What follows belongs to an exercise in optimizing a design on an open flow for small area, a short achievable clock period and few clock cycles; a production flow would make more cautious choices. Function was checked by simulation only, so behaviour that the tests miss may differ from the original. Power is estimated from default activity; no workload was simulated.

File: config.mk
export PLATFORM = sky130hd
export DESIGN_NAME = sha2_stream
export DESIGN_NICKNAME = sha2_stream
export VERILOG_FILES = /design/flow/design.v
export SDC_FILE = /design/flow/constraint.sdc
export NUM_CORES = 4
export LEC_CHECK = 0
export CAP_MARGIN = 20
export CORE_MARGIN = 2
export CORE_UTILIZATION = 25
export PLACE_DENSITY = 0.45
export SLEW_MARGIN = 20
File: constraint.sdc
create_clock -name core_clock -period 10.0 [get_ports {clk}]
set_input_delay 2.0000 -clock core_clock [delete_from_list [all_inputs] [get_ports {clk}]]
set_output_delay 2.0000 -clock core_clock [all_outputs]
set_load 0.01 [all_outputs]
File: design.v
module sha2_k (
    input  wire [5:0]  t,
    output reg  [31:0] k
);
    always @(*) begin
        case (t)
            6'd0:  k = 32'h428a2f98; 6'd1:  k = 32'h71374491; 6'd2:  k = 32'hb5c0fbcf; 6'd3:  k = 32'he9b5dba5;
            6'd4:  k = 32'h3956c25b; 6'd5:  k = 32'h59f111f1; 6'd6:  k = 32'h923f82a4; 6'd7:  k = 32'hab1c5ed5;
            6'd8:  k = 32'hd807aa98; 6'd9:  k = 32'h12835b01; 6'd10: k = 32'h243185be; 6'd11: k = 32'h550c7dc3;
            6'd12: k = 32'h72be5d74; 6'd13: k = 32'h80deb1fe; 6'd14: k = 32'h9bdc06a7; 6'd15: k = 32'hc19bf174;
            6'd16: k = 32'he49b69c1; 6'd17: k = 32'hefbe4786; 6'd18: k = 32'h0fc19dc6; 6'd19: k = 32'h240ca1cc;
            6'd20: k = 32'h2de92c6f; 6'd21: k = 32'h4a7484aa; 6'd22: k = 32'h5cb0a9dc; 6'd23: k = 32'h76f988da;
            6'd24: k = 32'h983e5152; 6'd25: k = 32'ha831c66d; 6'd26: k = 32'hb00327c8; 6'd27: k = 32'hbf597fc7;
            6'd28: k = 32'hc6e00bf3; 6'd29: k = 32'hd5a79147; 6'd30: k = 32'h06ca6351; 6'd31: k = 32'h14292967;
            6'd32: k = 32'h27b70a85; 6'd33: k = 32'h2e1b2138; 6'd34: k = 32'h4d2c6dfc; 6'd35: k = 32'h53380d13;
            6'd36: k = 32'h650a7354; 6'd37: k = 32'h766a0abb; 6'd38: k = 32'h81c2c92e; 6'd39: k = 32'h92722c85;
            6'd40: k = 32'ha2bfe8a1; 6'd41: k = 32'ha81a664b; 6'd42: k = 32'hc24b8b70; 6'd43: k = 32'hc76c51a3;
            6'd44: k = 32'hd192e819; 6'd45: k = 32'hd6990624; 6'd46: k = 32'hf40e3585; 6'd47: k = 32'h106aa070;
            6'd48: k = 32'h19a4c116; 6'd49: k = 32'h1e376c08; 6'd50: k = 32'h2748774c; 6'd51: k = 32'h34b0bcb5;
            6'd52: k = 32'h391c0cb3; 6'd53: k = 32'h4ed8aa4a; 6'd54: k = 32'h5b9cca4f; 6'd55: k = 32'h682e6ff3;
            6'd56: k = 32'h748f82ee; 6'd57: k = 32'h78a5636f; 6'd58: k = 32'h84c87814; 6'd59: k = 32'h8cc70208;
            6'd60: k = 32'h90befffa; 6'd61: k = 32'ha4506ceb; 6'd62: k = 32'hbef9a3f7; default: k = 32'hc67178f2;
        endcase
    end
endmodule
module sha2_round (
    input  wire [255:0] st_in,    
    input  wire [31:0]  k,
    input  wire [31:0]  w,
    output wire [255:0] st_out,
    input  wire [31:0]  w_m16,
    input  wire [31:0]  w_m15,
    input  wire [31:0]  w_m7,
    input  wire [31:0]  w_m2,
    output wire [31:0]  w_new
);
    wire [31:0] a = st_in[255:224];
    wire [31:0] b = st_in[223:192];
    wire [31:0] c = st_in[191:160];
    wire [31:0] d = st_in[159:128];
    wire [31:0] e = st_in[127:96];
    wire [31:0] f = st_in[95:64];
    wire [31:0] g = st_in[63:32];
    wire [31:0] h = st_in[31:0];
    wire [31:0] big_s0 = {a[1:0], a[31:2]} ^ {a[12:0], a[31:13]} ^ {a[21:0], a[31:22]};
    wire [31:0] big_s1 = {e[5:0], e[31:6]} ^ {e[10:0], e[31:11]} ^ {e[24:0], e[31:25]};
    wire [31:0] ch     = (e & f) ^ (~e & g);
    wire [31:0] maj    = (a & b) ^ (a & c) ^ (b & c);
    wire [31:0] t1     = h + big_s1 + ch + k + w;
    wire [31:0] t2     = big_s0 + maj;
    assign st_out = {t1 + t2, a, b, c, d + t1, e, f, g};
    wire [31:0] sm_s0 = {w_m15[6:0], w_m15[31:7]} ^ {w_m15[17:0], w_m15[31:18]} ^ (w_m15 >> 3);
    wire [31:0] sm_s1 = {w_m2[16:0], w_m2[31:17]} ^ {w_m2[18:0], w_m2[31:19]} ^ (w_m2 >> 10);
    assign w_new = sm_s1 + w_m7 + sm_s0 + w_m16;
endmodule
module sha2_stream (
    input  wire         clk,
    input  wire         rst,           
    input  wire         in_valid,
    output wire         in_ready,
    input  wire [31:0]  in_data,
    input  wire [2:0]   in_nbytes,     
    input  wire         in_last,
    input  wire         in_sha224,     
    output wire         out_valid,
    input  wire         out_ready,
    output wire [255:0] out_digest
);
    localparam [2:0] S_FILL   = 3'd0,
                     S_PAD    = 3'd1,
                     S_ROUND  = 3'd2,
                     S_UPDATE = 3'd3,
                     S_OUT    = 3'd4;
    localparam [255:0] IV_256 = {32'h6a09e667, 32'hbb67ae85, 32'h3c6ef372, 32'ha54ff53a,
                                 32'h510e527f, 32'h9b05688c, 32'h1f83d9ab, 32'h5be0cd19};
    localparam [255:0] IV_224 = {32'hc1059ed8, 32'h367cd507, 32'h3070dd17, 32'hf70e5939,
                                 32'hffc00b31, 32'h68581511, 32'h64f98fa7, 32'hbefa4fa4};
    reg [2:0]   state;
    reg [511:0] blk;           
    reg [6:0]   fill;          
    reg [23:0]  carry;         
    reg [1:0]   carry_n;
    reg [19:0]  msg_len;       
    reg         in_msg;        
    reg         last_seen;     
    reg         pad80_done;    
    reg         final_blk;     
    reg         sha224;
    reg [255:0] hv;            
    reg [255:0] st;            
    reg [5:0]   rnd;
    wire        accept = in_valid && in_ready;
    wire [2:0]  nb     = (in_nbytes > 3'd4) ? 3'd4 : in_nbytes;
    wire [7:0]  new_fill = {1'b0, fill} + {5'b0, nb};
    function [7:0] in_byte(input [31:0] d, input integer k);
        in_byte = d[31 - 8*k -: 8];
    endfunction
    wire [31:0]  k_t;
    wire [255:0] st_next;
    wire [31:0]  w_new;
    sha2_k u_k (.t(rnd), .k(k_t));
    sha2_round u_round (
        .st_in (st),
        .k     (k_t),
        .w     (blk[511:480]),
        .st_out(st_next),
        .w_m16 (blk[511:480]),
        .w_m15 (blk[479:448]),
        .w_m7  (blk[511-32*9 -: 32]),
        .w_m2  (blk[511-32*14 -: 32]),
        .w_new (w_new)
    );
    wire [255:0] hv_sum;
    genvar gi;
    generate
        for (gi = 0; gi < 8; gi = gi + 1) begin : g_add
            assign hv_sum[255-32*gi -: 32] = hv[255-32*gi -: 32] + st[255-32*gi -: 32];
        end
    endgenerate
    wire [63:0] bit_len = {41'b0, msg_len, 3'b0};
    integer p, k;
    always @(posedge clk) begin
        if (rst) begin
            state      <= S_FILL;
            fill       <= 7'd0;
            carry_n    <= 2'd0;
            in_msg     <= 1'b0;
            last_seen  <= 1'b0;
            pad80_done <= 1'b0;
            final_blk  <= 1'b0;
        end else begin
            case (state)
            S_FILL: if (accept) begin
                if (!in_msg) begin
                    in_msg  <= 1'b1;
                    sha224  <= in_sha224;
                    hv      <= in_sha224 ? IV_224 : IV_256;
                    msg_len <= {17'b0, nb};
                end else begin
                    msg_len <= msg_len + {17'b0, nb};
                end
                for (p = 0; p < 64; p = p + 1)
                    for (k = 0; k < 4; k = k + 1)
                        if (k < nb && fill + k == p)
                            blk[511 - 8*p -: 8] <= in_byte(in_data, k);
                for (p = 0; p < 3; p = p + 1)
                    for (k = 0; k < 4; k = k + 1)
                        if (k < nb && fill + k == 64 + p)
                            carry[23 - 8*p -: 8] <= in_byte(in_data, k);
                if (in_last)
                    last_seen <= 1'b1;
                if (new_fill >= 8'd64) begin
                    carry_n <= new_fill[1:0];
                    fill    <= 7'd64;
                    st      <= hv;
                    rnd     <= 6'd0;
                    state   <= S_ROUND;
                end else begin
                    fill <= new_fill[6:0];
                    if (in_last)
                        state <= S_PAD;
                end
            end
            S_PAD: begin
                for (p = 0; p < 64; p = p + 1) begin
                    if (pad80_done || p > fill)
                        blk[511 - 8*p -: 8] <= 8'h00;
                    else if (p == fill)
                        blk[511 - 8*p -: 8] <= 8'h80;
                end
                if (pad80_done || fill < 7'd56) begin
                    blk[63:0] <= bit_len;
                    final_blk <= 1'b1;
                end
                pad80_done <= 1'b1;
                st    <= hv;
                rnd   <= 6'd0;
                state <= S_ROUND;
            end
            S_ROUND: begin
                st  <= st_next;
                blk <= {blk[479:0], w_new};
                rnd <= rnd + 6'd1;
                if (rnd == 6'd63)
                    state <= S_UPDATE;
            end
            S_UPDATE: begin
                hv <= hv_sum;
                if (final_blk) begin
                    state <= S_OUT;
                end else begin
                    blk[511:488] <= carry;
                    fill    <= {5'b0, carry_n};
                    carry_n <= 2'd0;
                    state   <= last_seen ? S_PAD : S_FILL;
                end
            end
            S_OUT: if (out_ready) begin
                in_msg     <= 1'b0;
                last_seen  <= 1'b0;
                pad80_done <= 1'b0;
                final_blk  <= 1'b0;
                fill       <= 7'd0;
                state      <= S_FILL;
            end
            default: state <= S_FILL;
            endcase
        end
    end
    assign in_ready   = (state == S_FILL);
    assign out_valid  = (state == S_OUT);
    assign out_digest = {hv[255:32], sha224 ? 32'h0 : hv[31:0]};
endmodule
File: run.sh
#!/bin/bash
# synth_recipe.tcl (not shown) runs the flow's synth.tcl, then flattens the netlist and writes it again
# the make line also repeats each setting of config.mk as NAME=value (left out here)
make -C /OpenROAD-flow-scripts/flow DESIGN_CONFIG=/design/flow/config.mk WORK_HOME=/design/flow/orfs CLKGATE_MAP_FILE= SYNTH_SCRIPT=/design/flow/synth_recipe.tcl finish
==> results.json <==
{
  "status": "no timing/DRC/antenna violations",
  "core_area_sq_um": 382000,
  "first_iter_violations": 10800,
  "wl_per_cell_microns": 29.5,
  "area_delta_synth_final_pct": 12.0,
  "overflow": 0,
  "clkPwrFrac": 0.203,
  "cts_buffer_depth": 4,
  "crit_path_start": "st[97]",
  "antenna_left": 0,
  "grt_use_total": 0.232,
  "first_pass_iters": 6,
  "peakVddDrop_mv": 0.509,
  "routed_wl_microns": 470000,
  "syn_area_per_cell_sq_um": 8.58,
  "worst_pin_slew_ns": 1.21,
  "die_w_microns": 623,
  "synth_top_area_frac": 0.337,
  "p_comb_frac": 0.585,
  "worstHoldPathCells": 1,
  "min_path_type": "flop to flop",
  "antenna_found_initial": 34,
  "final_cell_mix": "nand2_1 (1697), edfxtp_1 (1075), a21oi_1 (1000)",
  "io_buffers": 298,
  "tns_ns": 0,
  "hold_viol": 0,
  "leakage_nw": 40.6,
  "synthesis.area_sq_um": 95700,
  "cp_data_required_time_ns": 10.57,
  "worst_setup_path_start_kind": "flop",
  "grt_setup_unrepaired": "no",
  "row_count": 227,
  "synth-seq-cells": 1123,
  "insertion_delay_ns": 0.90,
  "vias_per_cell": 5.48,
  "grt_pass1_wl_microns": 657000,
  "grt_start_max_net_pins": 193,
  "post-dp-hpwl_microns": 340000,
  "holdBufCountCts": 0,
  "gp_congestion": 1.03,
  "internal-power_mw": 14.8,
  "synth-edff-count": 1075,
  "arrival_ns": 8.97,
  "p_switching_mw": 13.6,
  "seqPwrFrac": 0.212,
  "p_per_area_nw_per_um2": 265,
  "clkTransAtPathRegs_ns": 0.07,
  "yosysWarnings": 2,
  "synthesis.nets": 11800,
  "switching_share": 0.479,
  "initial_utilization": 0.251,
  "hold-path-endpoint": "last_seen",
  "drv_cap": 0,
  "cts.sinks": 1123,
  "fin_worst_skew_ns": 0.0738,
  "hp-start": "last_seen",
  "rr_startpoint": "st[97]",
  "cts_tree": "yes",
  "layout_commonest_cell": "nand2_1",
  "io_pins": 299,
  "post_cts_buffers": 0,
  "yosysSeqAreaShare": 0.347,
  "setup_violations": 0,
  "timing.rr.end": "st[254]",
  "regToRegSetupSlack_ns": 1.60,
  "path_max_fanout": 6,
  "die_y_microns": 623,
  "cts_htree_levels": 4,
  "yosysUniqueCellTypes": 106,
  "die_area_sq_um": 388000,
  "numCtsBuffers": 155,
  "synth_async_sr_flop_share": 0,
  "synth-main-ff-cell": "edfxtp_1",
  "cp-end-kind": "flop",
  "drv_slew": 0,
  "crit_type": "flop to flop",
  "finalCriticalPeriod_ns": 8.40,
  "num_vias": 87500,
  "drive_gt1_frac": 0.0673,
  "netlist_instances": 11100,
  "fin_crit_sh": 0.840,
  "fmax_mhz": 119,
  "drcViolationCount": 0,
  "rr_worst_depth": 26,
  "clockRootBuffer": "clkbuf_16",
  "synthTopCellsByArea": "edfxtp_1 (34%), nand2_1 (6.7%), mux2i_1 (6.5%), a21oi_1 (5.2%), ha_1 (5.2%)",
  "grt_pass1_vias": 81900,
  "pre_cts_ws_ns": 1.79,
  "cts_resized": 0,
  "worst_slack_ns": 1.60,
  "max-slew-margin-rel": 0.189,
  "nets": 11400,
  "yosysTopAreaCell": "edfxtp_1"
}
## routing by layer
| metal | track usage | routed length, microns | up-vias |
|---|---|---|---|
| li1 | - | - | 39100 |
| met1 | 0.321 | 205000 | 43100 |
| met2 | 0.360 | 206000 | 4365 |
| met3 | 0.0415 | 38400 | 963 |
| met4 | 0.0869 | 20500 | 26 |
| met5 | 0 | 182 | - |
## power groups by stage
stage / logic, mW / clock network, mW / registers (mW)
finish: 16.6 / 5.78 / 6.03
global route: 18.0 / 6.03 / 6.04
CTS: 16.5 / 5.87 / 6.02
detailed placement: 16.4 / 0 / 6.11
global placement: 16.6 / 0 / 6.11
floorplan: 11.0 / 0 / 5.87
## worst max-delay path, cell delays in order, from the launching register on
cell       delay [ns]
edfxtp_1         0.57
mux2i_1          0.28
fa_1             0.51
fa_1             0.52
fa_1             0.52
inv_1            0.04
ha_1             0.22
fa_1             0.43
a211oi_1         0.43
o21ai_1          0.23
nand4_1          0.18
a21boi_1         0.13
a31o_2           0.26
a21oi_1          0.21
o21bai_1         0.10
a21oi_1          0.18
xnor2_1          0.28
fa_1             0.49
ha_1             0.41
nand4_1          0.13
or3_1            0.43
a2111oi_0        0.75
o41ai_1          0.23
o221ai_1         0.22
a21oi_1          0.11
xor2_1           0.15
o21ai_0          0.09
## logic make-up (layout without fill, tap and decap cells)
group           count (synthesis)  after routing  synth area share
mux                           652            652            0.0689
simple gates                 3377           3377             0.153
xor+xnor                      567            567            0.0519
fa+ha+maj                     628            628            0.0968
other cells                     0             10                 0
compound gates               3323           3323             0.213
buf+inv                      1477           1244            0.0688
flops                        1123           1123             0.347
## synth_stat cells, drive strengths merged, types with 171 or more instances
cell,count
nand2,1735
edfxtp,1075
o21ai,1024
a21oi,1007
nor2,873
clkbuf,676
mux2i,623
a211oi,421
inv,419
ha,401
xnor2,390
buf,379
fa,197
xor2,177
nor3,176
nand3,171
## per-stage QoR
step	cell area, sq um	instances	power (mW)	utilization	hold slack [ns]
after floorplan	95700	11100	16.9	-	0.441
after global placement	102000	15700	22.7	0.267	0.453
after detailed placement	102000	15700	22.5	0.267	0.463
after CTS	107000	15900	28.4	0.280	0.477
after global routing	107000	16000	30.0	0.281	0.506
final	107000	16000	28.4	0.281	0.480
## layout make-up
type                            count  area (sq um)
Fill cell                       41100        275000
Multi-Input combinational cell   8547         56200
Sequential cell                  1123         33200
Tap cell                         5038          6300
Timing Repair Buffer              544          4860
Clock buffer                      189          4090
Inverter                          422          1590
Clock inverter                     89           913
Antenna cell                       10          25.0
## how the worst max path moves through the flow
| stage | endpoint | cells after the start |
|---|---|---|
| floorplan | hv[0] | 2 |
| global placement | st[254] | 26 |
| detailed placement | st[254] | 26 |
| CTS | st[254] | 26 |
| global route | st[255] | 26 |
| finish | st[254] | 26 |
## flip-flops by register name (all words and copies together) (netlist names)
register	count
pad80_done	1
u_round.k	32
fill	7
st	256
last_seen	1
msg_len	20
hv	256
in_msg	1
rnd	6
carry	24
carry_n	2
state	3
final_blk	1
blk	512
sha224	1
Testbench counts, summed over its fixed seeds: cycles 158,849.

-- separate check: timing with driven ports --
How much do the figures lean on ideal ports? The routed layout below was timed once more, with nothing changed but the port constraints.
Step 1 (the two cells are an assumption about what drives the block):
set clk [get_ports {clk}]
set_driving_cell -lib_cell sky130_fd_sc_hd__clkbuf_16 $clk
set_driving_cell -lib_cell sky130_fd_sc_hd__buf_2 [delete_from_list [all_inputs] $clk]
Step 2 adds t to the input delays and takes it off the output delays; t is the mean of the earliest and latest rising clock arrival at the registers after step 1. Input paths then give back, and output paths get back, about the clock's delay inside the block.
a / b / c = no drivers / after step 1 / after step 2; a / b = the first two.
t, ns: 0.957
slack for setup (ns): 1.601 / 1.601 / 1.601
worst setup path after step 2: register to register
worst register clock-pin slew, ns: 0.07 / 0.07
After both steps this run still meets setup and hold. For this run, drivers alone change the setup slack by 0.000 ns; drivers and shift together by 0.000 ns.
